This is an optimization exercise on Yosys and OpenROAD, whose aim is small area, a short achievable clock period and few clock cycles, not a production implementation.
Only simulation tests tie the RTL to the original design; equivalence was not proved.
No activity file was given, so power comes from the tool's default toggle rates.

$ cat design.v
module crc16m (
    input  wire        clk,
    input  wire        rst,
    input  wire        bus_valid,
    input  wire        bus_write,
    input  wire [7:0]  bus_addr,
    input  wire [2:0]  bus_size,
    input  wire [31:0] bus_wdata,
    output wire        bus_ready,
    output reg  [31:0] bus_rdata,
    output wire        bus_err,
    input  wire        rx_valid,
    input  wire        rx_lerr,
    input  wire [7:0]  rx_data,
    output wire        rx_ready,
    output wire        tx_valid,
    output wire [7:0]  tx_data,
    input  wire        tx_ready,
    output wire        tx_busy,
    output wire        irq,
    output wire [22:0] linecfg
);
    localparam RXCAP = 64;
    localparam TXCAP = 32;
    localparam [31:0] ID_VALUE = 32'h43524D31;
    localparam [22:0] LINECFG_RESET = 23'h080060;
    localparam [1:0] M_IDLE = 2'd0, M_FIXED = 2'd1, M_HUNT = 2'd2, M_OPEN = 2'd3;
    localparam [7:0] A_ID = 8'h00, A_CAP = 8'h04, A_STATUS = 8'h08, A_IRQEN = 8'h0C,
                     A_CMD = 8'h10, A_CRC_DIN = 8'h14, A_CRC_VAL = 8'h18,
                     A_TX_DATA = 8'h1C, A_TX_RAW = 8'h20, A_TX_LVL = 8'h24,
                     A_TX_CRC = 8'h28, A_RX_DATA = 8'h2C, A_RX_PTR = 8'h30,
                     A_RX_CRC = 8'h34, A_RX_MODE = 8'h38, A_RX_DISC = 8'h3C,
                     A_LINECFG = 8'h40;
    function [15:0] crc_step;
        input [15:0] c;
        input [7:0]  b;
        integer k;
        reg [15:0] t;
        begin
            t = c ^ {8'h00, b};
            for (k = 0; k < 8; k = k + 1)
                t = t[0] ? ((t >> 1) ^ 16'hA001) : (t >> 1);
            crc_step = t;
        end
    endfunction
    function [15:0] mulx;
        input [15:0] v;
        begin
            mulx = v[0] ? ((v >> 1) ^ 16'hA001) : (v >> 1);
        end
    endfunction
    reg [15:0] crc;
    reg [15:0] tx_crc;
    reg [7:0]  txq [0:TXCAP-1];
    reg [4:0]  tx_head;
    reg [5:0]  tx_cnt;
    reg [7:0]  rxb [0:RXCAP-1];
    reg [5:0]  rx_head;
    reg [6:0]  rx_cnt;
    reg [15:0] rx_crc;        
    reg [1:0]  rx_mode;
    reg [6:0]  rx_len;        
    reg [15:0] rx_rd;
    reg [15:0] rx_disc;
    reg        st_rxdone, st_illcmd, st_txovf, st_rxovf, st_rxunx,
               st_rxlerr, st_rxcrcerr, st_rxunf, st_cfgerr;
    reg [15:0] irqen;
    reg [22:0] linecfg_r;
    reg [5:0]  rd_p;          
    reg [7:0]  rd_q;          
    reg        rd_ok;         
    reg [1:0]  pst;           
    reg [7:0]  rx_b0;         
    reg        b0_ok;
    reg [15:0] hunt_d;        
    reg [15:0] hunt_e;
    localparam [1:0] P_NORM = 2'd0, P_RELOAD = 2'd1, P_B0 = 2'd2;
    wire need_b0 = (rx_mode == M_HUNT) && (rx_rd != 16'd0) && !b0_ok && (rx_cnt != 7'd0);
    wire busy    = (pst != P_NORM) || need_b0;
    wire tx_nempty = (tx_cnt != 6'd0);
    assign bus_ready = !busy;
    assign rx_ready  = !busy;
    assign tx_valid  = tx_nempty;
    assign tx_data   = txq[tx_head];
    assign tx_busy   = tx_nempty;
    assign linecfg   = linecfg_r;
    wire [7:0] rd_byte = rxb[rd_p];
    wire rx_valid_frame = (rx_cnt >= 7'd4) && (rx_crc == 16'h0000);
    wire [31:0] status = {
        9'd0, rx_cnt,
        st_cfgerr, st_rxunf, st_rxcrcerr, st_rxlerr,
        st_rxunx, st_rxovf, st_txovf, st_illcmd,
        2'b00,
        rx_valid_frame, st_rxdone, (rx_mode != M_IDLE),
        (tx_cnt == TXCAP), !tx_nempty, (crc == 16'h0000)
    };
    assign irq = |(status[15:0] & irqen);
    wire addr_ok = (bus_size == 3'd4) && (bus_addr[1:0] == 2'b00) && (bus_addr <= A_LINECFG);
    assign bus_err = !addr_ok;
    wire acc    = bus_valid && !busy && addr_ok;
    wire wr_acc = acc && bus_write;
    wire rd_acc = acc && !bus_write;
    always @(*) begin
        bus_rdata = 32'd0;
        if (addr_ok && !bus_write) begin
            case (bus_addr)
                A_ID:      bus_rdata = ID_VALUE;
                A_CAP:     bus_rdata = {TXCAP[15:0], RXCAP[15:0]};
                A_STATUS:  bus_rdata = status;
                A_IRQEN:   bus_rdata = {16'd0, irqen};
                A_CRC_VAL: bus_rdata = {16'd0, crc};
                A_TX_LVL:  bus_rdata = {26'd0, tx_cnt};
                A_TX_CRC:  bus_rdata = {16'd0, tx_crc};
                A_RX_DATA: bus_rdata = rd_ok ? {24'd0, rd_q} : 32'd0;
                A_RX_PTR:  bus_rdata = {16'd0, rx_rd};
                A_RX_CRC:  bus_rdata = {16'd0, rx_crc};
                A_RX_MODE: bus_rdata = {9'd0, rx_len, 14'd0, rx_mode};
                A_RX_DISC: bus_rdata = {16'd0, rx_disc};
                A_LINECFG: bus_rdata = {9'd0, linecfg_r};
                default:   bus_rdata = 32'd0;
            endcase
        end
    end
    wire [7:0]  cmd_opc = bus_wdata[7:0];
    wire [7:0]  cmd_rsv = bus_wdata[15:8];
    wire [15:0] cmd_arg = bus_wdata[31:16];
    wire        cmd_len_ok = (cmd_arg >= 16'd4) && (cmd_arg <= RXCAP);
    wire        cmd_noarg  = (cmd_arg == 16'd0);
    reg         cmd_legal;
    always @(*) begin
        cmd_legal = 1'b0;
        if (cmd_rsv == 8'd0) begin
            case (cmd_opc)
                8'h00, 8'h01, 8'h10, 8'h11, 8'h22, 8'h23: cmd_legal = cmd_noarg;
                8'h20, 8'h21:                             cmd_legal = cmd_len_ok;
                default:                                  cmd_legal = 1'b0;
            endcase
        end
    end
    wire is_cmd    = wr_acc && (bus_addr == A_CMD);
    wire cmd_ok    = is_cmd && cmd_legal;
    wire do_arm    = cmd_ok && (cmd_opc == 8'h20 || cmd_opc == 8'h21 || cmd_opc == 8'h22);
    wire do_rxstop = cmd_ok && (cmd_opc == 8'h23);
    wire do_txend  = cmd_ok && (cmd_opc == 8'h10);
    wire do_txfl   = cmd_ok && (cmd_opc == 8'h11);
    wire do_crcini = cmd_ok && (cmd_opc == 8'h01);
    wire wr_rxptr  = wr_acc && (bus_addr == A_RX_PTR);
    wire rd_data   = rd_acc && (bus_addr == A_RX_DATA);
    wire rd_inc    = rd_data && rd_ok;
    wire lcfg_ok = (bus_wdata[19:16] == 4'd7 || bus_wdata[19:16] == 4'd8) &&
                   (bus_wdata[21:20] != 2'd3);
    wire [4:0] tx_tail  = tx_head + tx_cnt[4:0];
    wire tx_room1 = (tx_cnt != TXCAP);
    wire tx_room2 = (tx_cnt <= TXCAP - 2);
    wire tx_push  = wr_acc && (bus_addr == A_TX_DATA || bus_addr == A_TX_RAW) && tx_room1;
    wire tx_app2  = do_txend && tx_room2;
    wire tx_fire  = tx_nempty && tx_ready;
    wire       tx_sel_crc = !bus_addr[2] && !bus_addr[5];
    wire [7:0] tx_wd_e = tx_sel_crc ? (tx_tail[0] ? tx_crc[15:8] : tx_crc[7:0]) : bus_wdata[7:0];
    wire [7:0] tx_wd_o = tx_sel_crc ? (tx_tail[0] ? tx_crc[7:0] : tx_crc[15:8]) : bus_wdata[7:0];
    wire [4:0] tx_tail1 = tx_tail + 5'd1;
    integer i;
    always @(posedge clk) begin
        for (i = 0; i < TXCAP; i = i + 1)
            if ((tx_room1 && tx_tail == i) || (tx_room2 && tx_tail1 == i))
                txq[i] <= (i % 2 == 0) ? tx_wd_e : tx_wd_o;
    end
    wire        rx_fire    = rx_valid && !busy;
    wire        rx_byte    = rx_fire && !rx_lerr;
    wire [15:0] rx_crc_nx  = crc_step(rx_crc, rx_data);
    wire        rx_zero    = (rx_crc[15:8] == 8'h00) && (rx_data == rx_crc[7:0]);
    wire        win_last   = ({1'b0, rx_cnt[5:0]} + 7'd1 == rx_len);
    wire        rx_room    = (rx_cnt != RXCAP);
    wire        rx_append  = rx_byte && (rx_mode == M_FIXED || rx_mode == M_HUNT ||
                                         (rx_mode == M_OPEN && rx_room));
    wire        hunt_drop  = rx_byte && rx_mode == M_HUNT && win_last && !rx_zero;
    reg  [15:0] drop_g;
    reg  [15:0] drop_c;
    integer j;
    wire [7:0] lead = (rx_rd == 16'd0) ? rd_q : rx_b0;
    always @(*) begin
        drop_g = hunt_d;
        drop_c = hunt_e;
        for (j = 7; j >= 0; j = j - 1) begin
            if (lead[j])
                drop_c = drop_c ^ drop_g;
            drop_g = mulx(drop_g);
        end
    end
    wire [5:0] rx_tail = rx_head + rx_cnt[5:0];
    always @(posedge clk) begin
        if (rx_room)
            rxb[rx_tail] <= rx_data;
    end
    wire [5:0] rx_hr1    = rx_head + rx_rd[5:0] + 6'd1;
    wire [5:0] rx_hw     = rx_head + bus_wdata[5:0];
    wire       rd_ok_inc = ({9'd0, rx_rd[6:0] + 7'd1} < {9'd0, rx_cnt});
    wire       rd_ok_ptr = (bus_wdata[15:0] < {9'd0, rx_cnt});
    wire       rd_at_tail  = (rx_rd == {9'd0, rx_cnt});        
    wire       rd_ok_app   = rd_ok || rd_at_tail;               
    wire       rd_p_tail   = (rd_p == rx_tail);                 
    always @(posedge clk) begin
        if (rst) begin
            rx_head <= 6'd0;
            rx_cnt  <= 7'd0;
            rx_rd   <= 16'd0;
            rd_p    <= 6'd1;
            rd_ok   <= 1'b0;
            pst     <= P_NORM;
            b0_ok   <= 1'b0;
        end else if (pst == P_RELOAD) begin
            rd_q <= rd_byte;
            rd_p <= rd_p + 6'd1;
            pst  <= P_NORM;
        end else if (pst == P_B0) begin
            rx_b0 <= rd_byte;
            b0_ok <= 1'b1;
            rd_p  <= rx_hr1;
            pst   <= P_NORM;
        end else if (need_b0) begin
            rd_p <= rx_head;
            pst  <= P_B0;
        end else begin
            if (do_arm) begin
                rx_head <= 6'd0;
                rx_cnt  <= 7'd0;
                rx_rd   <= 16'd0;
                rd_p    <= 6'd1;
                rd_ok   <= 1'b0;
                b0_ok   <= 1'b0;
            end
            if (hunt_drop) begin
                rx_head <= rx_head + 6'd1;
                rd_q    <= rd_p_tail ? rx_data : rd_byte;
                rd_p    <= rd_p + 6'd1;
                b0_ok   <= 1'b0;
            end else if (rx_append) begin
                rx_cnt  <= rx_cnt + 7'd1;
                rd_ok   <= rd_ok_app;
                if (rd_at_tail)
                    rd_q <= rx_data;
                if (rx_cnt == 7'd0) begin
                    rx_b0 <= rx_data;
                    b0_ok <= 1'b1;
                end
            end
            if (rd_inc) begin
                rx_rd <= {9'd0, rx_rd[6:0] + 7'd1};    
                rd_q  <= rd_byte;
                rd_p  <= rd_p + 6'd1;
                rd_ok <= rd_ok_inc;
            end
            if (wr_rxptr) begin
                rx_rd <= bus_wdata[15:0];
                rd_p  <= rx_hw;
                rd_ok <= rd_ok_ptr;
                pst   <= P_RELOAD;
            end
        end
    end
    always @(posedge clk) begin
        if (do_arm) begin
            hunt_d <= 16'hA001;             
            hunt_e <= 16'hBF40;             
        end else if (rx_append && !win_last) begin
            hunt_d <= crc_step(hunt_d, 8'h00);
            hunt_e <= crc_step(hunt_e, 8'h00);
        end
    end
    always @(posedge clk) begin
        if (rst) begin
            crc         <= 16'hFFFF;
            tx_crc      <= 16'hFFFF;
            tx_head     <= 5'd0;
            tx_cnt      <= 6'd0;
            rx_crc      <= 16'hFFFF;
            rx_mode     <= M_IDLE;
            rx_len      <= 7'd0;
            rx_disc     <= 16'd0;
            st_rxdone   <= 1'b0;
            st_illcmd   <= 1'b0;
            st_txovf    <= 1'b0;
            st_rxovf    <= 1'b0;
            st_rxunx    <= 1'b0;
            st_rxlerr   <= 1'b0;
            st_rxcrcerr <= 1'b0;
            st_rxunf    <= 1'b0;
            st_cfgerr   <= 1'b0;
            irqen       <= 16'd0;
            linecfg_r   <= LINECFG_RESET;
        end else begin
            if (tx_fire) begin
                tx_head <= tx_head + 5'd1;
                tx_cnt  <= tx_cnt - 6'd1;
            end
            if (tx_push) begin
                tx_cnt  <= tx_cnt + 6'd1;
            end
            if (tx_app2) begin
                tx_cnt  <= tx_cnt + 6'd2;
            end
            if (do_txfl) begin
                tx_cnt  <= 6'd0;
            end
            if (rx_fire) begin
                if (rx_lerr) begin
                    st_rxlerr <= 1'b1;
                end else begin
                    case (rx_mode)
                        M_IDLE: st_rxunx <= 1'b1;
                        M_FIXED: begin
                            rx_crc <= rx_crc_nx;
                            if (win_last) begin
                                rx_mode   <= M_IDLE;
                                st_rxdone <= 1'b1;
                                if (!rx_zero)
                                    st_rxcrcerr <= 1'b1;
                            end
                        end
                        M_HUNT: begin
                            if (win_last) begin
                                if (rx_zero) begin
                                    rx_crc    <= rx_crc_nx;
                                    rx_mode   <= M_IDLE;
                                    st_rxdone <= 1'b1;
                                end else begin
                                    if (rx_disc != 16'hFFFF)
                                        rx_disc <= rx_disc + 16'd1;
                                    rx_crc <= rx_crc_nx ^ drop_c;
                                end
                            end else begin
                                rx_crc <= rx_crc_nx;
                            end
                        end
                        M_OPEN: begin
                            if (rx_room)
                                rx_crc <= rx_crc_nx;
                            else
                                st_rxovf <= 1'b1;
                        end
                    endcase
                end
            end
            if (rd_data && !rd_ok)
                st_rxunf <= 1'b1;
            if (wr_acc) begin
                case (bus_addr)
                    A_STATUS: begin
                        if (bus_wdata[4])  st_rxdone   <= 1'b0;
                        if (bus_wdata[8])  st_illcmd   <= 1'b0;
                        if (bus_wdata[9])  st_txovf    <= 1'b0;
                        if (bus_wdata[10]) st_rxovf    <= 1'b0;
                        if (bus_wdata[11]) st_rxunx    <= 1'b0;
                        if (bus_wdata[12]) st_rxlerr   <= 1'b0;
                        if (bus_wdata[13]) st_rxcrcerr <= 1'b0;
                        if (bus_wdata[14]) st_rxunf    <= 1'b0;
                        if (bus_wdata[15]) st_cfgerr   <= 1'b0;
                    end
                    A_IRQEN:   irqen <= bus_wdata[15:0] & 16'hFF32;
                    A_CRC_DIN: crc   <= crc_step(crc, bus_wdata[7:0]);
                    A_TX_DATA: begin
                        if (tx_room1)
                            tx_crc <= crc_step(tx_crc, bus_wdata[7:0]);
                        else
                            st_txovf <= 1'b1;
                    end
                    A_TX_RAW: begin
                        if (!tx_room1)
                            st_txovf <= 1'b1;
                    end
                    A_LINECFG: begin
                        if (lcfg_ok)
                            linecfg_r <= bus_wdata[22:0];
                        else
                            st_cfgerr <= 1'b1;
                    end
                    A_CMD: begin
                        if (!cmd_legal)
                            st_illcmd <= 1'b1;
                        if (do_crcini)
                            crc <= 16'hFFFF;
                        if (do_txend) begin
                            if (tx_room2)
                                tx_crc <= 16'hFFFF;
                            else
                                st_txovf <= 1'b1;
                        end
                        if (do_txfl)
                            tx_crc <= 16'hFFFF;
                        if (do_arm) begin
                            rx_crc    <= 16'hFFFF;
                            rx_disc   <= 16'd0;
                            st_rxdone <= 1'b0;
                            rx_len    <= (cmd_opc == 8'h22) ? 7'd0 : cmd_arg[6:0];
                            rx_mode   <= (cmd_opc == 8'h20) ? M_FIXED :
                                         (cmd_opc == 8'h21) ? M_HUNT : M_OPEN;
                        end
                        if (do_rxstop)
                            rx_mode <= M_IDLE;
                    end
                    default: ;
                endcase
            end
        end
    end
endmodule
$ cat flow/run.sh
#!/bin/bash
# Standard layout, except that the port buffers are buf_2 cells rather than
# the default (a slow delay-buffer cell that the resizer cannot swap out).
set -o pipefail
echo 'export BUFFER_PORTS_ARGS = -buffer_cell sky130_fd_sc_hd__buf_2' >> config.mk
export BUFFER_PORTS_ARGS="-buffer_cell sky130_fd_sc_hd__buf_2"
bash standard.sh 2>&1 | tee standard.log
$ cat standard.sh
#!/bin/bash
# synth_recipe.tcl (not shown) runs the flow's synth.tcl, then flattens the netlist and writes it again
# the make line also repeats each setting of config.mk as NAME=value (left out here)
make -C /OpenROAD-flow-scripts/flow DESIGN_CONFIG=/design/flow/config.mk WORK_HOME=/design/flow/orfs CLKGATE_MAP_FILE= SYNTH_SCRIPT=/design/flow/synth_recipe.tcl "${@:-finish}"
$ cat config.mk
export PLATFORM = sky130hd
export DESIGN_NAME = crc16m
export DESIGN_NICKNAME = crc16m
export VERILOG_FILES = /design/flow/design.v
export SDC_FILE = /design/flow/constraint.sdc
export NUM_CORES = 4
export LEC_CHECK = 0
export CAP_MARGIN = 20
export CORE_MARGIN = 2
export CORE_UTILIZATION = 40
export CTS_CLUSTER_DIAMETER = 100
export CTS_CLUSTER_SIZE = 20
export PLACE_DENSITY = 0.6
export SETUP_SLACK_MARGIN = 2.5
export SLEW_MARGIN = 20
export BUFFER_PORTS_ARGS = -buffer_cell sky130_fd_sc_hd__buf_2
$ cat constraint.sdc
create_clock -name core_clock -period 7.0 [get_ports {clk}]
set_input_delay 1.4000 -clock core_clock [delete_from_list [all_inputs] [get_ports {clk}]]
set_output_delay 1.4000 -clock core_clock [all_outputs]
set_load 0.01 [all_outputs]
==> impl_metrics.xml, run 1 <==
<?xml version="1.0" encoding="UTF-8"?>
<metrics>
  <group name="floorplan">
    <metric name="initial_utilization" unit="%">40.46</metric>
    <metric name="core_region_area" unit="um2">112800</metric>
    <metric name="fp.dieArea" unit="um2">116800</metric>
    <metric name="floorplan.io_pins" unit="">127</metric>
    <metric name="fp.dieW" unit="um">341.8</metric>
    <metric name="die_h" unit="um">341.8</metric>
    <metric name="fp-row-count" unit="">123</metric>
  </group>
  <group name="detailed_routing">
    <metric name="detail_route.vias_per_cell" unit="">6.039</metric>
    <metric name="wl" unit="mm">142.4</metric>
    <metric name="route.vias.total" unit="">30509</metric>
    <metric name="routed_wire_length_per_instance" unit="um">28.20</metric>
    <metric name="drt_iter0_drc" unit="">4036</metric>
    <metric name="routedLengthMet1" unit="mm">59.63</metric>
    <metric name="drt-pass1-iter-count" unit="">7</metric>
    <metric name="drc" unit="">0</metric>
    <metric name="final_antenna_net_count" unit="">0</metric>
    <metric name="met2_length" unit="mm">65.02</metric>
    <metric name="met3_length" unit="mm">12.62</metric>
    <metric name="maxUsedRoutingLayer" unit="">met4</metric>
  </group>
  <group name="logic_synthesis">
    <metric name="yosys_register_bits" unit="">988</metric>
    <metric name="number_of_enable_type_register_cells_in_the_synthesized_netlist" unit="">784</metric>
    <metric name="synth_cell_type_count" unit="">93</metric>
    <metric name="synth_seq_area_share" unit="%">60.53</metric>
    <metric name="yosysWarnings" unit="">2</metric>
    <metric name="netlist.top_cell.by_area" unit="">sky130_fd_sc_hd__edfxtp_1</metric>
    <metric name="ys_top_cells_by_area" unit="">sky130_fd_sc_hd__edfxtp_1 (52%), sky130_fd_sc_hd__dfxtp_1 (8.9%), sky130_fd_sc_hd__mux4_2 (8.3%)</metric>
    <metric name="async_reset_ff_share" unit="%">0</metric>
    <metric name="synth.top_cell.area_share" unit="%">51.58</metric>
    <metric name="postSynthAreaPerCell" unit="um2">13.42</metric>
    <metric name="syn_area" unit="um2">45640</metric>
    <metric name="netlist_instances" unit="">3402</metric>
    <metric name="synth-main-ff-cell" unit="">sky130_fd_sc_hd__edfxtp_1</metric>
  </group>
  <group name="worst_setup_path">
    <metric name="cp_max_fo" unit="">6</metric>
    <metric name="worst_setup_path_end_kind" unit="">primary output</metric>
    <metric name="crit_path_cell_trace" unit="">ha_4, and3_4, ha_4, a222oi_1, o211ai_1, a221oi_2, nand4_1, nor3_2, a21oi_1, buf_2</metric>
    <metric name="max_stage_delay" unit="ns">0.58</metric>
    <metric name="timing.critical_path.mode_cell" unit="">sky130_fd_sc_hd__ha_4</metric>
    <metric name="timing.critical_path.arrival" unit="ns">3.38</metric>
    <metric name="critical_path_required_time" unit="ns">5.60</metric>
    <metric name="critical_path.startpoint_type" unit="">flop</metric>
    <metric name="slowest_stage" unit="">sky130_fd_sc_hd__a222oi_1</metric>
    <metric name="worst-setup-path-type" unit="">flop to primary output</metric>
  </group>
  <group name="cells_and_area">
    <metric name="flow.area_growth_from_synthesis" unit="%">11.37</metric>
    <metric name="layout.nets" unit="">3628</metric>
    <metric name="final_util" unit="%">45.06</metric>
    <metric name="final_common_cell" unit="">sky130_fd_sc_hd__edfxtp_1</metric>
    <metric name="instances_no_fill" unit="">5052</metric>
    <metric name="most-common-layout-cells" unit="">sky130_fd_sc_hd__edfxtp_1 (784), sky130_fd_sc_hd__nand2_1 (327), sky130_fd_sc_hd__nor2_1 (270)</metric>
    <metric name="final_layout_size_suffix_gt1_share" unit="%">18.82</metric>
  </group>
  <group name="clock_tree">
    <metric name="clk_pin_slew" unit="ns">0.10</metric>
    <metric name="cts_num_sinks" unit="">988</metric>
    <metric name="clock_tree.htree_level_count" unit="">2</metric>
    <metric name="cts_tree" unit="">built</metric>
    <metric name="cts-hold-fix-buffers" unit="">0</metric>
    <metric name="cts-root-buf" unit="">sky130_fd_sc_hd__clkbuf_16</metric>
    <metric name="cts_made_buffers" unit="">58</metric>
    <metric name="clock_tree.buffer_depth" unit="">3</metric>
    <metric name="insertion_delay" unit="ns">0.71</metric>
  </group>
  <group name="place">
    <metric name="gpl.final_weighted_congestion" unit="">0.9757</metric>
    <metric name="number_of_buffers_added_on_ports" unit="">120</metric>
    <metric name="place.detailed.hpwl" unit="mm">96.44</metric>
    <metric name="dp_worst_setup_slack" unit="ns">1.633</metric>
    <metric name="dpl.cell_count" unit="">4890</metric>
  </group>
  <group name="sta">
    <metric name="max_slew.worst_pin.slew" unit="ns">1.174</metric>
    <metric name="report.final.setup_viol" unit="">0</metric>
    <metric name="finClkSkew" unit="ns">0.06080</metric>
    <metric name="relSlewSlack" unit="%">21.45</metric>
    <metric name="slew_violations" unit="">0</metric>
    <metric name="grt_setup_unrepaired" unit="">yes</metric>
    <metric name="finalHoldViolations" unit="">0</metric>
    <metric name="max_freq" unit="GHz">0.2090</metric>
    <metric name="period_needed" unit="ns">4.784</metric>
    <metric name="period_share" unit="%">68.35</metric>
    <metric name="post-route-worst-setup-slack" unit="ns">2.216</metric>
    <metric name="setup_tns" unit="ns">0</metric>
  </group>
  <group name="outcome">
    <metric name="status" unit="">finished clean</metric>
  </group>
  <group name="power_and_ir_drop">
    <metric name="switching_power" unit="mW">3.318</metric>
    <metric name="vdd.ir_drop.worst" unit="uV">219.4</metric>
    <metric name="power.total" unit="mW">12.17</metric>
    <metric name="power.clock.fraction" unit="%">29.9</metric>
    <metric name="sequentialPowerShare" unit="%">56.4</metric>
    <metric name="combPwrFrac" unit="%">13.8</metric>
    <metric name="cellLeakagePower" unit="nW">16.45</metric>
    <metric name="power.density" unit="nW/um2">239.4</metric>
    <metric name="power_switching_share" unit="%">27.26</metric>
    <metric name="internal-power" unit="mW">8.854</metric>
  </group>
  <group name="grt">
    <metric name="via_count_of_the_first_global_routing_pass" unit="">28771</metric>
    <metric name="grt_start_max_net_pins" unit="">67</metric>
    <metric name="gr-total-overflow" unit="">0</metric>
    <metric name="aggregate_global_route_resource_usage" unit="%">23.90</metric>
    <metric name="wire_length_of_the_first_global_routing_pass" unit="mm">205.2</metric>
    <metric name="number_of_antenna_violations_at_the_first_check_in_global_routing" unit="">9</metric>
  </group>
  <group name="min_path">
    <metric name="holdCritPathClass" unit="">flop to flop</metric>
  </group>
  <group name="run">
    <metric name="cap_viol_max_count" unit="">0</metric>
  </group>
</metrics>
-- cells by family after synthesis --
group / synth area share, %
flops: 60.53
simple gates: 9.833
compound gates: 9.425
xor+xnor: 5.680
buf+inv: 2.314
mux: 10.27
fa+ha+maj: 1.946
other cells: 0.008216
-- path summary, 6_finish.rpt --
| check | startpoint | slack, ns | cells after the start | to |
|---|---|---|---|---|
| setup / recovery | tx_head[0] | 2.22 | 10 | tx_data[6] |
| hold / removal | linecfg_r[10] | 0.49 | 2 | linecfg_r[10] |
| setup reg to reg | tx_cnt[1] | 2.30 | 10 | txq[5][4] |
| hold reg to reg | linecfg_r[10] | 0.49 | 2 | linecfg_r[10] |
-- metrics by stage --
step / instance area, um2 / hold slack [ns]
global route: 50830 / 0.5099
floorplan: 45670 / 0.4481
detailed placement: 47830 / 0.4724
global placement: 47810 / 0.4532
CTS: 50330 / 0.4871
finish: 50830 / 0.4851
-- cell usage after synthesis, types with 6 or more instances --
library cell and number:
sky130_fd_sc_hd__a22oi_1 47, sky130_fd_sc_hd__mux4_2 168, sky130_fd_sc_hd__a21oi_1 153, sky130_fd_sc_hd__xnor2_1 170
sky130_fd_sc_hd__nor2b_1 19, sky130_fd_sc_hd__nand3b_1 9, sky130_fd_sc_hd__buf_2 22, sky130_fd_sc_hd__buf_1 33
sky130_fd_sc_hd__a32oi_1 6, sky130_fd_sc_hd__a221oi_1 81, sky130_fd_sc_hd__xnor3_1 18, sky130_fd_sc_hd__clkbuf_1 124
sky130_fd_sc_hd__xor2_1 67, sky130_fd_sc_hd__mux2_2 25, sky130_fd_sc_hd__inv_1 57, sky130_fd_sc_hd__nor3_1 40
sky130_fd_sc_hd__nand2_1 338, sky130_fd_sc_hd__a21o_1 12, sky130_fd_sc_hd__a222oi_1 36, sky130_fd_sc_hd__o221ai_1 6
sky130_fd_sc_hd__nor2_1 319, sky130_fd_sc_hd__nand4_1 36, sky130_fd_sc_hd__a22o_1 49, sky130_fd_sc_hd__o22a_1 16
sky130_fd_sc_hd__o21ai_0 69, sky130_fd_sc_hd__ha_1 63, sky130_fd_sc_hd__nor3b_1 9, sky130_fd_sc_hd__a211oi_1 20
sky130_fd_sc_hd__o22ai_1 12, sky130_fd_sc_hd__nand3_1 65, sky130_fd_sc_hd__edfxtp_1 784, sky130_fd_sc_hd__and2_1 7
sky130_fd_sc_hd__o21ai_1 6, sky130_fd_sc_hd__dfxtp_1 204, sky130_fd_sc_hd__or3_1 7, sky130_fd_sc_hd__and3_1 17
sky130_fd_sc_hd__nor4_1 34, sky130_fd_sc_hd__nand2b_1 28, sky130_fd_sc_hd__o21a_1 7, sky130_fd_sc_hd__buf_4 13
sky130_fd_sc_hd__a31oi_1 31, sky130_fd_sc_hd__o211ai_1 18, sky130_fd_sc_hd__mux2i_1 53, sky130_fd_sc_hd__or2_2 7
-- routing by layer --
metal / track usage, % / up-vias
met1: 34.04 / 15424
met3: 3.961 / 279
li1: - / 13250
met4: 7.076 / 0
met2: 37.66 / 1556
met5: 0 / -
-- flip-flops by register name, summed over array words and instances, names as in the netlist, 5 cells and up, named ones only --
signal / flops
linecfg_r: 23
tx_crc: 16
rd_p: 6
rx_b0: 8
tx_head: 5
rx_rd: 16
rx_disc: 16
rxb: 512
rd_q: 8
rx_cnt: 7
irqen: 11
hunt_d: 16
rx_crc: 16
rx_head: 6
crc: 16
txq: 256
tx_cnt: 6
hunt_e: 16
rx_len: 7
-- area by class of cell --
type | instances | area, um2
timing repair buffer | 227 | 1579
clock inverter | 11 | 143.9
multi-input combinational | 2170 | 17730
clock buffer | 97 | 1629
sequential | 988 | 27650
tap | 1500 | 1877
inverter | 57 | 214.0
fill | 10081 | 61980
antenna | 2 | 5.005
-- worst max-delay path, delay by kind of cell, from the launching register on --
kind	cells	cell delay, ns
buf+inv	1	0.14
fa+ha+maj	2	0.35
simple gates	3	0.57
compound gates	4	1.24
flops	1	0.37
-- power by group through the flow --
stage / sequential, mW / combinational [mW] / clock, mW
final: 6.86 / 1.68 / 3.64
after global routing: 6.89 / 1.79 / 3.91
after CTS: 6.86 / 1.59 / 3.71
after detailed placement: 7.00 / 1.49 / 0
after global placement: 6.99 / 1.47 / 0
after floorplan: 6.92 / 0.905 / 0
-- repair_timing --
| action | in CTS | in global routing |
|---|---|---|
| pin swaps | 31 | 39 |
| setup endpoints to repair | 137 | 165 |
| buffers inserted | 30 | 13 |
| gates cloned | 6 | 2 |
| gates resized for setup | 111 | 76 |
Testbench counts, summed over its fixed seeds: cycles 20,518.
==> inputs of run 2 (changes only) <==
--- a/design.v
+++ b/design.v
@@ -54,4 +54,5 @@
     reg [7:0]  txq [0:TXCAP-1];
     reg [4:0]  tx_head;
+    reg [4:0]  tx_tail;       
     reg [5:0]  tx_cnt;
     reg [7:0]  rxb [0:RXCAP-1];
@@ -150,5 +151,4 @@
     wire lcfg_ok = (bus_wdata[19:16] == 4'd7 || bus_wdata[19:16] == 4'd8) &&
                    (bus_wdata[21:20] != 2'd3);
-    wire [4:0] tx_tail  = tx_head + tx_cnt[4:0];
     wire tx_room1 = (tx_cnt != TXCAP);
     wire tx_room2 = (tx_cnt <= TXCAP - 2);
@@ -273,4 +273,5 @@
             tx_crc      <= 16'hFFFF;
             tx_head     <= 5'd0;
+            tx_tail     <= 5'd0;
             tx_cnt      <= 6'd0;
             rx_crc      <= 16'hFFFF;
@@ -295,10 +296,13 @@
             end
             if (tx_push) begin
+                tx_tail <= tx_tail + 5'd1;
                 tx_cnt  <= tx_cnt + 6'd1;
             end
             if (tx_app2) begin
+                tx_tail <= tx_tail + 5'd2;
                 tx_cnt  <= tx_cnt + 6'd2;
             end
             if (do_txfl) begin
+                tx_tail <= tx_head;
                 tx_cnt  <= 6'd0;
             end
==> run 2 against run 1 <==
Against the previous run: largest power group unchanged; critical path type unchanged; combinational power shrank 29%; non-clock buffer count grew 20; still clean on timing, DRC and antenna; via count shrank 1.0%; worst setup slack better by 0.22 ns; area after synthesis about the same; sequential cell count is 5 higher; global-route usage is 0.78 points lower; worst hold slack improved by 0.013 ns; sequential power decreased by 6.0%; critical path depth down 2.
==> impl_metrics.xml, run 2 <==
<?xml version="1.0" encoding="UTF-8"?>
<metrics>
  <group name="sta">
    <metric name="slew_violations" unit="">0</metric>
    <metric name="setup_tns" unit="ns">0</metric>
    <metric name="finalHoldViolations" unit="">0</metric>
    <metric name="whs" unit="ns">0.4981</metric>
    <metric name="period_needed" unit="ns">4.569</metric>
    <metric name="grt_setup_unrepaired" unit="">yes</metric>
    <metric name="max_freq" unit="GHz">0.2189</metric>
    <metric name="report.final.setup_viol" unit="">0</metric>
    <metric name="relSlewSlack" unit="%">28.50</metric>
    <metric name="finClkSkew" unit="ns">0.06815</metric>
    <metric name="max_slew.worst_pin.slew" unit="ns">1.073</metric>
    <metric name="period_share" unit="%">65.27</metric>
  </group>
  <group name="outcome">
    <metric name="status" unit="">finished clean</metric>
  </group>
  <group name="logic_synthesis">
    <metric name="synth-main-ff-cell" unit="">sky130_fd_sc_hd__edfxtp_1</metric>
    <metric name="syn_area" unit="um2">45620</metric>
    <metric name="number_of_enable_type_register_cells_in_the_synthesized_netlist" unit="">784</metric>
    <metric name="synth_cell_type_count" unit="">85</metric>
    <metric name="netlist.top_cell.by_area" unit="">sky130_fd_sc_hd__edfxtp_1</metric>
    <metric name="synth.top_cell.area_share" unit="%">51.61</metric>
    <metric name="netlist_instances" unit="">3432</metric>
    <metric name="postSynthAreaPerCell" unit="um2">13.29</metric>
    <metric name="yosysWarnings" unit="">2</metric>
    <metric name="synth_common_cells" unit="">sky130_fd_sc_hd__edfxtp_1 (784), sky130_fd_sc_hd__nor2_1 (349), sky130_fd_sc_hd__nand2_1 (289), sky130_fd_sc_hd__dfxtp_1 (209), sky130_fd_sc_hd__xnor2_1 (193)</metric>
    <metric name="synth_seq_area_share" unit="%">60.78</metric>
    <metric name="async_reset_ff_share" unit="%">0</metric>
    <metric name="yosysMostFrequentCell" unit="">sky130_fd_sc_hd__edfxtp_1</metric>
    <metric name="yosys_register_bits" unit="">993</metric>
    <metric name="ys_top_cells_by_area" unit="">sky130_fd_sc_hd__edfxtp_1 (52%), sky130_fd_sc_hd__dfxtp_1 (9.2%), sky130_fd_sc_hd__mux4_2 (8.3%)</metric>
  </group>
  <group name="cells_and_area">
    <metric name="final_common_cell" unit="">sky130_fd_sc_hd__edfxtp_1</metric>
    <metric name="num-fill-cells" unit="">10016</metric>
    <metric name="final_layout_size_suffix_gt1_share" unit="%">18.99</metric>
    <metric name="flow.area_growth_from_synthesis" unit="%">11.95</metric>
    <metric name="largestRegisters" unit="">rxb x512, txq x256, linecfg_r x23</metric>
    <metric name="number_of_diodes_added_for_antenna_fixing" unit="">0</metric>
    <metric name="number_of_flip_flops_under_the_largest_register_name" unit="">512</metric>
    <metric name="largest_register" unit="">rxb</metric>
    <metric name="most-common-layout-cells" unit="">sky130_fd_sc_hd__edfxtp_1 (784), sky130_fd_sc_hd__nor2_1 (316), sky130_fd_sc_hd__nand2_1 (275)</metric>
    <metric name="layout.nets" unit="">3673</metric>
  </group>
  <group name="worst_setup_path">
    <metric name="setup.reg_to_reg.worst_slack" unit="ns">2.81</metric>
    <metric name="timing.critical_path.arrival" unit="ns">3.17</metric>
    <metric name="worst_setup_path_end_kind" unit="">primary output</metric>
    <metric name="cpLargestDelayFamily" unit="">simple AND/OR/NAND/NOR gates</metric>
    <metric name="cp_num_buf_inv" unit="">1</metric>
    <metric name="max_stage_delay" unit="ns">0.63</metric>
    <metric name="crit_path_cell_trace" unit="">ha_4, and3_4, ha_4, a222oi_1, nand3_1, nor3_4, a41oi_2, buf_2</metric>
    <metric name="worst-setup-path-type" unit="">flop to primary output</metric>
    <metric name="critical_path_required_time" unit="ns">5.60</metric>
    <metric name="regToRegStartpoint" unit="">rx_cnt[2]</metric>
    <metric name="slowest_stage" unit="">sky130_fd_sc_hd__a222oi_1</metric>
    <metric name="cp_max_fo" unit="">6</metric>
    <metric name="timing.critical_path.mode_cell" unit="">sky130_fd_sc_hd__ha_4</metric>
    <metric name="critical_path.startpoint_type" unit="">flop</metric>
    <metric name="worst_r2r_path_cells" unit="">10</metric>
  </group>
  <group name="floorplan">
    <metric name="fp-row-count" unit="">123</metric>
    <metric name="initial_utilization" unit="%">40.44</metric>
    <metric name="fp.dieW" unit="um">341.7</metric>
    <metric name="floorplan.io_pins" unit="">127</metric>
    <metric name="core_region_area" unit="um2">112800</metric>
    <metric name="die_h" unit="um">341.7</metric>
    <metric name="fp.dieArea" unit="um2">116800</metric>
  </group>
  <group name="grt">
    <metric name="grt_start_max_net_pins" unit="">67</metric>
    <metric name="wire_length_of_the_first_global_routing_pass" unit="mm">199.5</metric>
    <metric name="number_of_antenna_violations_at_the_first_check_in_global_routing" unit="">8</metric>
    <metric name="gr-total-overflow" unit="">0</metric>
    <metric name="via_count_of_the_first_global_routing_pass" unit="">28462</metric>
    <metric name="aggregate_global_route_resource_usage" unit="%">23.12</metric>
  </group>
  <group name="run">
    <metric name="cap_viol_max_count" unit="">0</metric>
  </group>
  <group name="detailed_routing">
    <metric name="detail_route.vias_per_cell" unit="">5.961</metric>
    <metric name="drt_iter0_drc" unit="">3454</metric>
    <metric name="final_antenna_net_count" unit="">0</metric>
    <metric name="wl" unit="mm">138.4</metric>
    <metric name="drc" unit="">0</metric>
    <metric name="drt-pass1-iter-count" unit="">7</metric>
    <metric name="route.vias.total" unit="">30192</metric>
    <metric name="routed_wire_length_per_instance" unit="um">27.33</metric>
  </group>
  <group name="clock_tree">
    <metric name="clk_pin_slew" unit="ns">0.09</metric>
    <metric name="cts_made_buffers" unit="">56</metric>
    <metric name="cts-hold-fix-buffers" unit="">0</metric>
    <metric name="insertion_delay" unit="ns">0.70</metric>
    <metric name="cts_tree" unit="">built</metric>
    <metric name="clock_tree.htree_level_count" unit="">2</metric>
    <metric name="cts_num_sinks" unit="">993</metric>
    <metric name="clock_tree.buffer_depth" unit="">3</metric>
    <metric name="cts-root-buf" unit="">sky130_fd_sc_hd__clkbuf_16</metric>
  </group>
  <group name="min_path">
    <metric name="min_path_cells" unit="">2</metric>
    <metric name="hold_start" unit="">linecfg_r[19]</metric>
    <metric name="holdCritPathClass" unit="">flop to flop</metric>
    <metric name="end_point_of_the_most_critical_hold_path" unit="">linecfg_r[19]</metric>
  </group>
  <group name="power_and_ir_drop">
    <metric name="power.density" unit="nW/um2">216.9</metric>
    <metric name="cellLeakagePower" unit="nW">16.35</metric>
    <metric name="power.total" unit="mW">11.07</metric>
    <metric name="vdd.ir_drop.worst" unit="uV">199.4</metric>
  </group>
  <group name="place">
    <metric name="number_of_buffers_added_on_ports" unit="">120</metric>
    <metric name="place.detailed.hpwl" unit="mm">93.41</metric>
    <metric name="gpl.final_weighted_congestion" unit="">0.9803</metric>
  </group>
</metrics>
==> run 2: metrics by stage <==
step | std cells | instance area (um2) | setup slack (ns) | utilization, %
3_3_place_gp | 4944 | 48140 | 1.498 | 42.68
4_1_cts | 5048 | 50620 | 2.415 | 44.87
6_report | 5065 | 51070 | 2.431 | 45.27
2_1_floorplan | 3437 | 45750 | 2.529 | -
3_5_place_dp | 4945 | 48160 | 1.475 | 42.69
5_1_grt | 5065 | 51070 | 2.406 | 45.27
==> run 2: repair_timing <==
item,CTS,global route
cloned,1,1
gates resized for setup,150,54
endpoints found under the setup margin,89,73
pin swaps,27,18
setup buffers,25,14
==> run 2: layer usage <==
layer  vias up  share of wire (%)  track usage (%)
li1      13269                  -                -
met1     15355                 43            34.11
met2      1355                 46            36.05
met3       201                8.9            3.850
met4        12                2.1            4.671
met5         -              0.057                0
==> run 2: worst max-delay path by stage <==
stage	start	end	slack [ns]	cells past startpoint
after floorplan	bus_addr[5]	bus_rdata[10]	2.53	8
after global placement	bus_addr[1]	bus_rdata[0]	1.50	11
after detailed placement	bus_addr[2]	rx_disc[13]	1.47	8
after CTS	bus_addr[7]	bus_rdata[0]	2.41	9
after global routing	bus_addr[6]	bus_rdata[0]	2.41	9
final	tx_head[0]	tx_data[2]	2.43	8
==> run 2: logic make-up after synthesis <==
logic type | share of synthesized area, %
DFF | 60.78
AOI/OAI and AO/OA | 8.909
and+or+nand+nor | 9.408
buffers and inverters | 2.224
xor gates and xnor gates | 6.018
muxes | 10.69
adders and majority gates | 1.958
other | 0.008221
==> run 2: power by group <==
part           leakage (nW)  total [mW]  switching [mW]  internal [mW]
logic                  6.84        1.19           0.729          0.465
registers              8.75        6.45          0.0542           6.40
clock network         0.768        3.43            1.91           1.51
total                  16.4        11.1            2.70           8.38
==> run 2: worst min-delay path: stages, from the launching register on <==
cell	delay, ns
sky130_fd_sc_hd__dfxtp_1	0.33
sky130_fd_sc_hd__inv_1	0.05
sky130_fd_sc_hd__o21ai_0	0.07
==> run 2: layout make-up <==
| type | count | area [um2] | share of cell area [%] |
|---|---|---|---|
| flip-flops and latches | 993 | 27750 | 54.35 |
| clock buffers | 70 | 1474 | 2.886 |
| repair buffers | 247 | 1864 | 3.651 |
| inverters | 55 | 206.4 | 0.4043 |
| well taps | 1500 | 1877 | 3.675 |
| multi-input cells | 2193 | 17790 | 34.83 |
| clock inverters | 7 | 103.9 | 0.2034 |
Testbench counts of run 2, summed over its fixed seeds: cycles 20,518.
==> inputs of run 3 (changes only) <==
--- a/config.mk
+++ b/config.mk
@@ -12,5 +12,5 @@
 export CTS_CLUSTER_SIZE = 20
 export PLACE_DENSITY = 0.6
-export SETUP_SLACK_MARGIN = 2.5
+export SETUP_SLACK_MARGIN = 2.3
 export SLEW_MARGIN = 20
 export BUFFER_PORTS_ARGS = -buffer_cell sky130_fd_sc_hd__buf_2
==> run 3 against run 2 <==
Against the previous run: maximum frequency decreased by 3.5%; still clean; critical path depth increased by 2; cell count about the same; sequential power about the same; combinational power decreased by 7%; sequential share of layout area increased by 0.62 points; worst setup slack got worse by 0.16 ns; worst hold slack got worse by 0.0052 ns; wire length decreased by 0.26%; non-clock buffer count decreased by 14; power decreased by 0.23%; via count decreased by 0.25%; largest power group unchanged.
==> impl_metrics.xml, run 3 <==
<?xml version="1.0" encoding="UTF-8"?>
<metrics>
  <group name="run">
    <metric name="cap_viol_max_count" unit="">0</metric>
  </group>
  <group name="detailed_routing">
    <metric name="routed_wire_length_per_instance" unit="um">27.27</metric>
    <metric name="wl" unit="mm">138.1</metric>
    <metric name="final_antenna_net_count" unit="">0</metric>
    <metric name="detail_route.vias_per_cell" unit="">5.949</metric>
    <metric name="drt_iter0_drc" unit="">3829</metric>
    <metric name="drt-pass1-iter-count" unit="">7</metric>
    <metric name="route.vias.total" unit="">30118</metric>
    <metric name="drc" unit="">0</metric>
  </group>
  <group name="clock_tree">
    <metric name="insertion_delay" unit="ns">0.70</metric>
    <metric name="clk_pin_slew" unit="ns">0.09</metric>
    <metric name="cts_made_buffers" unit="">56</metric>
    <metric name="cts_tree" unit="">built</metric>
    <metric name="cts-root-buf" unit="">sky130_fd_sc_hd__clkbuf_16</metric>
    <metric name="cts_num_sinks" unit="">993</metric>
    <metric name="clock_tree.htree_level_count" unit="">2</metric>
    <metric name="clock_tree.buffer_depth" unit="">3</metric>
  </group>
  <group name="grt">
    <metric name="grt_start_max_net_pins" unit="">78</metric>
    <metric name="wire_length_of_the_first_global_routing_pass" unit="mm">200.1</metric>
    <metric name="gr-total-overflow" unit="">0</metric>
    <metric name="via_count_of_the_first_global_routing_pass" unit="">28378</metric>
    <metric name="aggregate_global_route_resource_usage" unit="%">23.09</metric>
    <metric name="number_of_antenna_violations_at_the_first_check_in_global_routing" unit="">7</metric>
  </group>
  <group name="power_and_ir_drop">
    <metric name="power.density" unit="nW/um2">218.9</metric>
    <metric name="vdd.ir_drop.worst" unit="uV">228.1</metric>
    <metric name="cellLeakagePower" unit="nW">16.19</metric>
  </group>
  <group name="logic_synthesis">
    <metric name="number_of_enable_type_register_cells_in_the_synthesized_netlist" unit="">784</metric>
    <metric name="netlist_instances" unit="">3432</metric>
    <metric name="yosysMostFrequentCell" unit="">sky130_fd_sc_hd__edfxtp_1</metric>
    <metric name="syn_area" unit="um2">45620</metric>
    <metric name="synth.top_cell.area_share" unit="%">51.61</metric>
    <metric name="synth_common_cells" unit="">sky130_fd_sc_hd__edfxtp_1 (784), sky130_fd_sc_hd__nor2_1 (349), sky130_fd_sc_hd__nand2_1 (289), sky130_fd_sc_hd__dfxtp_1 (209), sky130_fd_sc_hd__xnor2_1 (193)</metric>
    <metric name="yosys_register_bits" unit="">993</metric>
    <metric name="synth-main-ff-cell" unit="">sky130_fd_sc_hd__edfxtp_1</metric>
    <metric name="async_reset_ff_share" unit="%">0</metric>
    <metric name="synth_cell_type_count" unit="">85</metric>
    <metric name="synth_seq_area_share" unit="%">60.78</metric>
    <metric name="netlist.top_cell.by_area" unit="">sky130_fd_sc_hd__edfxtp_1</metric>
    <metric name="ys_top_cells_by_area" unit="">sky130_fd_sc_hd__edfxtp_1 (52%), sky130_fd_sc_hd__dfxtp_1 (9.2%), sky130_fd_sc_hd__mux4_2 (8.3%)</metric>
    <metric name="yosysWarnings" unit="">2</metric>
    <metric name="postSynthAreaPerCell" unit="um2">13.29</metric>
  </group>
  <group name="min_path">
    <metric name="min_path_cells" unit="">2</metric>
    <metric name="hold_start" unit="">irqen[1]</metric>
    <metric name="holdCritPathClass" unit="">flop to flop</metric>
    <metric name="end_point_of_the_most_critical_hold_path" unit="">irqen[1]</metric>
  </group>
  <group name="worst_setup_path">
    <metric name="timing.critical_path.arrival" unit="ns">3.33</metric>
    <metric name="critical_path.startpoint_type" unit="">primary input</metric>
    <metric name="setup.reg_to_reg.worst_slack" unit="ns">2.72</metric>
    <metric name="worst_r2r_path_cells" unit="">10</metric>
    <metric name="worst-setup-path-type" unit="">primary input to primary output</metric>
    <metric name="critical_path_required_time" unit="ns">5.60</metric>
    <metric name="worst_r2r_dst" unit="">rd_q[5]</metric>
    <metric name="cp_max_fo" unit="">10</metric>
    <metric name="worst_setup_path_end_kind" unit="">primary output</metric>
    <metric name="startpoint_of_the_worst_setup_timing_path" unit="">bus_addr[5]</metric>
    <metric name="regToRegStartpoint" unit="">rx_cnt[1]</metric>
  </group>
  <group name="cells_and_area">
    <metric name="final_util" unit="%">44.75</metric>
    <metric name="largestRegisters" unit="">rxb x512, txq x256, linecfg_r x23</metric>
    <metric name="largest_register" unit="">rxb</metric>
    <metric name="flow.area_growth_from_synthesis" unit="%">10.66</metric>
    <metric name="layout.nets" unit="">3659</metric>
    <metric name="number_of_flip_flops_under_the_largest_register_name" unit="">512</metric>
    <metric name="final_layout_size_suffix_gt1_share" unit="%">17.27</metric>
    <metric name="most-common-layout-cells" unit="">sky130_fd_sc_hd__edfxtp_1 (784), sky130_fd_sc_hd__nor2_1 (328), sky130_fd_sc_hd__nand2_1 (282)</metric>
    <metric name="final_common_cell" unit="">sky130_fd_sc_hd__edfxtp_1</metric>
  </group>
  <group name="sta">
    <metric name="setup_tns" unit="ns">0</metric>
    <metric name="relSlewSlack" unit="%">24.95</metric>
    <metric name="slew_violations" unit="">0</metric>
    <metric name="finalHoldViolations" unit="">0</metric>
    <metric name="grt_setup_unrepaired" unit="">yes</metric>
    <metric name="max_slew.worst_pin.slew" unit="ns">1.126</metric>
    <metric name="whs" unit="ns">0.4930</metric>
    <metric name="max_freq" unit="GHz">0.2113</metric>
    <metric name="report.final.setup_viol" unit="">0</metric>
    <metric name="finClkSkew" unit="ns">0.08021</metric>
    <metric name="period_needed" unit="ns">4.732</metric>
    <metric name="period_share" unit="%">67.60</metric>
  </group>
  <group name="floorplan">
    <metric name="core_region_area" unit="um2">112800</metric>
    <metric name="fp-row-count" unit="">123</metric>
    <metric name="fp.dieArea" unit="um2">116800</metric>
    <metric name="initial_utilization" unit="%">40.44</metric>
    <metric name="fp.dieW" unit="um">341.7</metric>
    <metric name="die_h" unit="um">341.7</metric>
    <metric name="floorplan.io_pins" unit="">127</metric>
  </group>
  <group name="place">
    <metric name="gpl.final_weighted_congestion" unit="">1.003</metric>
    <metric name="place.detailed.hpwl" unit="mm">93.10</metric>
    <metric name="number_of_buffers_added_on_ports" unit="">120</metric>
  </group>
  <group name="outcome">
    <metric name="status" unit="">finished clean</metric>
  </group>
</metrics>
[run 3: critical path, stage by stage]
cell                      delay, ns
sky130_fd_sc_hd__buf_4         0.17
sky130_fd_sc_hd__or4b_4        0.57
sky130_fd_sc_hd__nor2_2        0.11
sky130_fd_sc_hd__buf_6         0.11
sky130_fd_sc_hd__nor2_1        0.04
sky130_fd_sc_hd__o21ai_2       0.20
sky130_fd_sc_hd__o31ai_4       0.12
sky130_fd_sc_hd__buf_6         0.19
sky130_fd_sc_hd__a31oi_2       0.23
sky130_fd_sc_hd__buf_2         0.18
[run 3: how the worst max path moves through the flow]
stage and end:
6_report bus_rdata[4], 5_1_grt tx_data[2], 2_1_floorplan bus_rdata[13], 3_3_place_gp rx_crc[5]
4_1_cts tx_data[3], 3_5_place_dp rx_crc[1]
[run 3: metrics by stage]
| stage | cell area [um2] | power [mW] | cells | setup slack, ns |
|---|---|---|---|---|
| after detailed placement | 48100 | 7.532 | 4952 | 1.613 |
| after CTS | 50030 | 10.99 | 5043 | 2.259 |
| after global routing | 50480 | 11.40 | 5062 | 2.230 |
| final | 50480 | 11.05 | 5063 | 2.268 |
| after floorplan | 45640 | 7.108 | 3437 | 2.304 |
| after global placement | 48080 | 7.525 | 4950 | 1.655 |
[run 3: logic make-up after synthesis]
logic type                 synth area share, %
and+or+nand+nor                          9.408
AOI/OAI and AO/OA                        8.909
xor gates and xnor gates                 6.018
other                                 0.008221
muxes                                    10.69
buffers and inverters                    2.224
DFF                                      60.78
adders and majority gates                1.958
[run 3: cell type report]
class                           instances  area, um2
Sequential cell                       993      27750
Timing Repair Buffer                  233       1559
Antenna cell                            1      2.502
Clock inverter                          6      147.6
Clock buffer                           82       1499
Multi-Input combinational cell       2193      17440
Tap cell                             1500       1877
Inverter                               55      206.4
Fill cell                           10141      62330
[run 3: what timing repair did]
item,in CTS,in global routing
endpoints found under the setup margin,53,62
pin swaps,10,15
gates cloned,2,2
gates resized for setup,67,50
hold buffers,0,0
buffers inserted,1,16
[run 3: power breakdown]
part | total [mW] | leakage [nW] | internal (mW) | switching, mW
logic | 1.11 | 6.66 | 0.412 | 0.696
clock network | 3.48 | 0.782 | 1.54 | 1.94
registers | 6.46 | 8.74 | 6.40 | 0.0546
[run 3: metal layers]
| layer | routed length (um) | GRT usage [%] |
|---|---|---|
| met4 | 2619 | 4.561 |
| met1 | 59810 | 33.98 |
| met2 | 63460 | 35.82 |
| met3 | 12080 | 4.267 |
| met5 | 84 | 0 |
==> inputs of run 4 (changes only) <==
--- a/design.v
+++ b/design.v
@@ -54,8 +54,9 @@
     reg [7:0]  txq [0:TXCAP-1];
     reg [4:0]  tx_head;
-    reg [4:0]  tx_tail;       
+    reg [4:0]  tx_tail;
     reg [5:0]  tx_cnt;
     reg [7:0]  rxb [0:RXCAP-1];
     reg [5:0]  rx_head;
+    reg [5:0]  rx_tail;
     reg [6:0]  rx_cnt;
     reg [15:0] rx_crc;        
@@ -188,5 +189,4 @@
         end
     end
-    wire [5:0] rx_tail = rx_head + rx_cnt[5:0];
     always @(posedge clk) begin
         if (rx_room)
@@ -196,11 +196,12 @@
     wire [5:0] rx_hw     = rx_head + bus_wdata[5:0];
     wire       rd_ok_inc = ({9'd0, rx_rd[6:0] + 7'd1} < {9'd0, rx_cnt});
+    wire       rd_ok_app = (rx_rd <= {9'd0, rx_cnt});
     wire       rd_ok_ptr = (bus_wdata[15:0] < {9'd0, rx_cnt});
     wire       rd_at_tail  = (rx_rd == {9'd0, rx_cnt});        
-    wire       rd_ok_app   = rd_ok || rd_at_tail;               
     wire       rd_p_tail   = (rd_p == rx_tail);                 
     always @(posedge clk) begin
         if (rst) begin
             rx_head <= 6'd0;
+            rx_tail <= 6'd0;
             rx_cnt  <= 7'd0;
             rx_rd   <= 16'd0;
@@ -224,4 +225,5 @@
             if (do_arm) begin
                 rx_head <= 6'd0;
+                rx_tail <= 6'd0;
                 rx_cnt  <= 7'd0;
                 rx_rd   <= 16'd0;
@@ -232,8 +234,10 @@
             if (hunt_drop) begin
                 rx_head <= rx_head + 6'd1;
+                rx_tail <= rx_tail + 6'd1;
                 rd_q    <= rd_p_tail ? rx_data : rd_byte;
                 rd_p    <= rd_p + 6'd1;
                 b0_ok   <= 1'b0;
             end else if (rx_append) begin
+                rx_tail <= rx_tail + 6'd1;
                 rx_cnt  <= rx_cnt + 7'd1;
                 rd_ok   <= rd_ok_app;
--- a/config.mk
+++ b/config.mk
@@ -12,5 +12,5 @@
 export CTS_CLUSTER_SIZE = 20
 export PLACE_DENSITY = 0.6
-export SETUP_SLACK_MARGIN = 2.3
+export SETUP_SLACK_MARGIN = 2.5
 export SLEW_MARGIN = 20
 export BUFFER_PORTS_ARGS = -buffer_cell sky130_fd_sc_hd__buf_2
==> run 4 against run 3 <==
Against the previous run: critical path depth shrank 1; non-clock buffer count grew 31; global-route usage grew 0.46 points; still clean; highest routed layer is now met4; cell area grew 2.7%; largest cell class unchanged; count of clock-buffer cells in the layout grew 17.
==> impl_metrics.xml, run 4 <==
<?xml version="1.0" encoding="UTF-8"?>
<metrics>
  <group name="floorplan">
    <metric name="core_region_area" unit="um2">114500</metric>
    <metric name="die_h" unit="um">344.1</metric>
    <metric name="initial_utilization" unit="%">40.41</metric>
    <metric name="fp.dieW" unit="um">344.1</metric>
    <metric name="fp-row-count" unit="">124</metric>
    <metric name="fp.dieArea" unit="um2">118400</metric>
    <metric name="floorplan.io_pins" unit="">127</metric>
  </group>
  <group name="cells_and_area">
    <metric name="regArea" unit="um2">27870</metric>
    <metric name="final_layout_size_suffix_gt1_share" unit="%">19.14</metric>
    <metric name="number_of_flip_flops_under_the_largest_register_name" unit="">512</metric>
    <metric name="largest_register" unit="">rxb</metric>
    <metric name="multi_input_combinational_cell_area" unit="um2">18200</metric>
    <metric name="instances_no_fill" unit="">5130</metric>
    <metric name="flow.area_growth_from_synthesis" unit="%">12.05</metric>
    <metric name="largestRegisters" unit="">rxb x512, txq x256, linecfg_r x23</metric>
    <metric name="most-common-layout-cells" unit="">sky130_fd_sc_hd__edfxtp_1 (784), sky130_fd_sc_hd__nor2_1 (315), sky130_fd_sc_hd__nand2_1 (247)</metric>
    <metric name="num-fill-cells" unit="">10320</metric>
    <metric name="layout.nets" unit="">3697</metric>
    <metric name="final_common_cell" unit="">sky130_fd_sc_hd__edfxtp_1</metric>
  </group>
  <group name="clock_tree">
    <metric name="cts_made_buffers" unit="">58</metric>
    <metric name="cts-hold-fix-buffers" unit="">0</metric>
    <metric name="clock_tree.buffer_depth" unit="">3</metric>
    <metric name="cts_tree" unit="">built</metric>
    <metric name="cts-root-buf" unit="">sky130_fd_sc_hd__clkbuf_16</metric>
    <metric name="insertion_delay" unit="ns">0.70</metric>
    <metric name="cts_num_sinks" unit="">999</metric>
    <metric name="clk_pin_slew" unit="ns">0.09</metric>
    <metric name="clock_tree.htree_level_count" unit="">2</metric>
  </group>
  <group name="worst_setup_path">
    <metric name="worst-setup-path-type" unit="">flop to primary output</metric>
    <metric name="max_stage_delay" unit="ns">0.76</metric>
    <metric name="crit_path_cell_trace" unit="">ha_4, and3_4, ha_4, a222oi_1, nand2_1, a221oi_2, nand4_1, o32a_1, buf_2</metric>
    <metric name="cp_num_buf_inv" unit="">1</metric>
    <metric name="timing.critical_path.mode_cell" unit="">sky130_fd_sc_hd__ha_4</metric>
    <metric name="timing.critical_path.arrival" unit="ns">3.46</metric>
    <metric name="worst_setup_path_end_kind" unit="">primary output</metric>
    <metric name="critical_path.startpoint_type" unit="">flop</metric>
    <metric name="cpLargestDelayFamily" unit="">compound AO/OA/AOI/OAI gates</metric>
    <metric name="critical_path_required_time" unit="ns">5.60</metric>
    <metric name="slowest_stage" unit="">sky130_fd_sc_hd__a222oi_1</metric>
    <metric name="cp_max_fo" unit="">5</metric>
  </group>
  <group name="logic_synthesis">
    <metric name="synth.top_cell.area_share" unit="%">50.89</metric>
    <metric name="synth_common_cells" unit="">sky130_fd_sc_hd__edfxtp_1 (784), sky130_fd_sc_hd__nor2_1 (340), sky130_fd_sc_hd__nand2_1 (260), sky130_fd_sc_hd__dfxtp_1 (215), sky130_fd_sc_hd__mux4_2 (169)</metric>
    <metric name="synth-main-ff-cell" unit="">sky130_fd_sc_hd__edfxtp_1</metric>
    <metric name="postSynthAreaPerCell" unit="um2">13.45</metric>
    <metric name="yosysMostFrequentCell" unit="">sky130_fd_sc_hd__edfxtp_1</metric>
    <metric name="syn_area" unit="um2">46270</metric>
    <metric name="yosysWarnings" unit="">2</metric>
    <metric name="ys_top_cells_by_area" unit="">sky130_fd_sc_hd__edfxtp_1 (51%), sky130_fd_sc_hd__dfxtp_1 (9.3%), sky130_fd_sc_hd__mux4_2 (8.2%)</metric>
    <metric name="number_of_enable_type_register_cells_in_the_synthesized_netlist" unit="">784</metric>
    <metric name="async_reset_ff_share" unit="%">0</metric>
    <metric name="netlist.top_cell.by_area" unit="">sky130_fd_sc_hd__edfxtp_1</metric>
    <metric name="yosys_register_bits" unit="">999</metric>
    <metric name="synth_seq_area_share" unit="%">60.19</metric>
    <metric name="netlist_instances" unit="">3439</metric>
    <metric name="synth_cell_type_count" unit="">89</metric>
  </group>
  <group name="grt">
    <metric name="aggregate_global_route_resource_usage" unit="%">23.55</metric>
    <metric name="number_of_antenna_violations_at_the_first_check_in_global_routing" unit="">11</metric>
    <metric name="wire_length_of_the_first_global_routing_pass" unit="mm">205.1</metric>
    <metric name="gr-total-overflow" unit="">0</metric>
    <metric name="via_count_of_the_first_global_routing_pass" unit="">29282</metric>
    <metric name="grt_start_max_net_pins" unit="">67</metric>
  </group>
  <group name="sta">
    <metric name="report.final.setup_viol" unit="">0</metric>
    <metric name="max_freq" unit="GHz">0.2057</metric>
    <metric name="max_slew.worst_pin.slew" unit="ns">1.109</metric>
    <metric name="grt_setup_unrepaired" unit="">yes</metric>
    <metric name="finalHoldViolations" unit="">0</metric>
    <metric name="finClkSkew" unit="ns">0.04673</metric>
    <metric name="setup_tns" unit="ns">0</metric>
    <metric name="period_share" unit="%">69.43</metric>
    <metric name="slew_violations" unit="">0</metric>
    <metric name="period_needed" unit="ns">4.860</metric>
    <metric name="relSlewSlack" unit="%">26.06</metric>
  </group>
  <group name="power_and_ir_drop">
    <metric name="vdd.ir_drop.worst" unit="uV">180.2</metric>
    <metric name="power.total" unit="mW">11.22</metric>
    <metric name="power.density" unit="nW/um2">216.4</metric>
    <metric name="cellLeakagePower" unit="nW">16.94</metric>
  </group>
  <group name="detailed_routing">
    <metric name="drt_iter0_drc" unit="">3691</metric>
    <metric name="drc" unit="">0</metric>
    <metric name="final_antenna_net_count" unit="">0</metric>
    <metric name="wl" unit="mm">142.7</metric>
    <metric name="route.vias.total" unit="">30791</metric>
    <metric name="drt-pass1-iter-count" unit="">7</metric>
    <metric name="routed_wire_length_per_instance" unit="um">27.82</metric>
    <metric name="detail_route.vias_per_cell" unit="">6.002</metric>
  </group>
  <group name="place">
    <metric name="number_of_buffers_added_on_ports" unit="">120</metric>
    <metric name="dpl.cell_count" unit="">4971</metric>
    <metric name="place.detailed.hpwl" unit="mm">97.38</metric>
    <metric name="gpl.final_weighted_congestion" unit="">0.9660</metric>
  </group>
  <group name="run">
    <metric name="cap_viol_max_count" unit="">0</metric>
  </group>
  <group name="outcome">
    <metric name="status" unit="">finished clean</metric>
  </group>
  <group name="min_path">
    <metric name="holdCritPathClass" unit="">flop to flop</metric>
  </group>
</metrics>
-- run 4: changes by cell type in the layout (fill, tap and decap cells not counted), sizes merged, moves of 18 or more --
cell    delta
a221oi    +27
o21ai     -31
nand2     -25
nand2b    +18
xnor2     -40
buf       +31
-- run 4: worst paths after layout --
path | from | endpoint | slack (ns) | cells after the start
setup / recovery | tx_head[0] | tx_data[1] | 2.14 | 9
hold / removal | irqen[12] | irqen[12] | 0.48 | 2
setup reg to reg | rx_rd[0] | rx_rd[3] | 2.72 | 14
hold reg to reg | irqen[12] | irqen[12] | 0.48 | 2
-- run 4: routing by layer --
| layer | share of wire [%] | track usage, % |
|---|---|---|
| met5 | 0 | 0 |
| met4 | 3.1 | 6.893 |
| met3 | 8.2 | 3.748 |
| met2 | 46 | 37.52 |
| met1 | 42 | 33.34 |
-- run 4: cell type report --
| cell class | count | area share (%) |
|---|---|---|
| repair buffers | 264 | 3.705 |
| well taps | 1512 | 3.649 |
| inverters | 52 | 0.3765 |
| diodes | 2 | 0.009654 |
| flip-flops and latches | 999 | 53.76 |
| clock buffers | 99 | 3.138 |
| clock inverters | 9 | 0.2534 |
| multi-input cells | 2193 | 35.11 |
-- run 4: kinds of logic after synthesis --
logic type	Yosys count	synth area share, %
compound gates	648	9.944
xor+xnor	259	5.655
fa+ha+maj	71	1.969
buf+inv	255	2.334
flops	999	60.19
mux	266	10.43
other cells	1	0.008105
simple gates	940	9.468
-- run 4: what timing repair did --
action | in CTS | in global routing
setup buffers | 17 | 25
endpoints found under the setup margin | 56 | 48
endpoints found under the hold margin | 0 | 0
pin swaps | 28 | 39
gates cloned | 1 | 4
gates resized for setup | 88 | 102
-- run 4: tightest hold or removal path, stage by stage (launching register included) --
cell,delay [ns]
sky130_fd_sc_hd__dfxtp_1,0.33
sky130_fd_sc_hd__nand2_1,0.06
sky130_fd_sc_hd__a21oi_1,0.05
-- run 4: per-stage QoR --
step	setup slack (ns)	util [%]	hold slack [ns]	area [um2]
3_5_place_dp	1.747	42.58	0.4692	48750
6_report	2.140	45.28	0.4824	51840
5_1_grt	2.025	45.28	0.4927	51840
4_1_cts	2.176	44.60	0.4821	51070
2_1_floorplan	2.511	-	0.4484	46340
3_3_place_gp	1.770	42.57	0.4596	48740
-- run 4: power breakdown --
group / switching, mW / internal, mW
Sequential: 0.0760 / 6.44
Combinational: 0.698 / 0.377
Clock: 2.01 / 1.62
Testbench counts of run 4, summed over its fixed seeds: cycles 20,518.

==> separate check: timing with driven ports <==
In the flow no input, the clock included, has a driving cell. The finished layouts below were timed again as built, in two steps.
Step 1 assumes that a clkbuf_16 drives the clock port and a buf_2 every other input.
Step 2 moves the port delays by t, midway between the first and last clock arrival at a register: inputs arrive t later, outputs are due t later. That takes back most of the time a late clock gives input paths.
Slacks: ideal ports / drivers / drivers and shift; pairs: ideal ports / drivers.
run	shift t [ns]	setup WS [ns]	worst hold slack (ns)	worst data-port slew with drivers (ns)
run 1	0.746	2.216 / 2.150 / 2.052	0.485 / 0.485 / 0.485	0.13
run 2	0.739	2.431 / 2.360 / 1.871	0.498 / 0.498 / 0.498	0.13
run 3	0.732	2.268 / 2.222 / 1.803	0.493 / 0.493 / 0.493	0.14
run 4	0.739	2.140 / 2.074 / 1.841	0.482 / 0.482 / 0.482	0.12
After both steps every run listed still meets setup and hold. The setup slack of run 2, which loses most, moves by -0.071 ns with the drivers and by -0.560 ns with both steps.
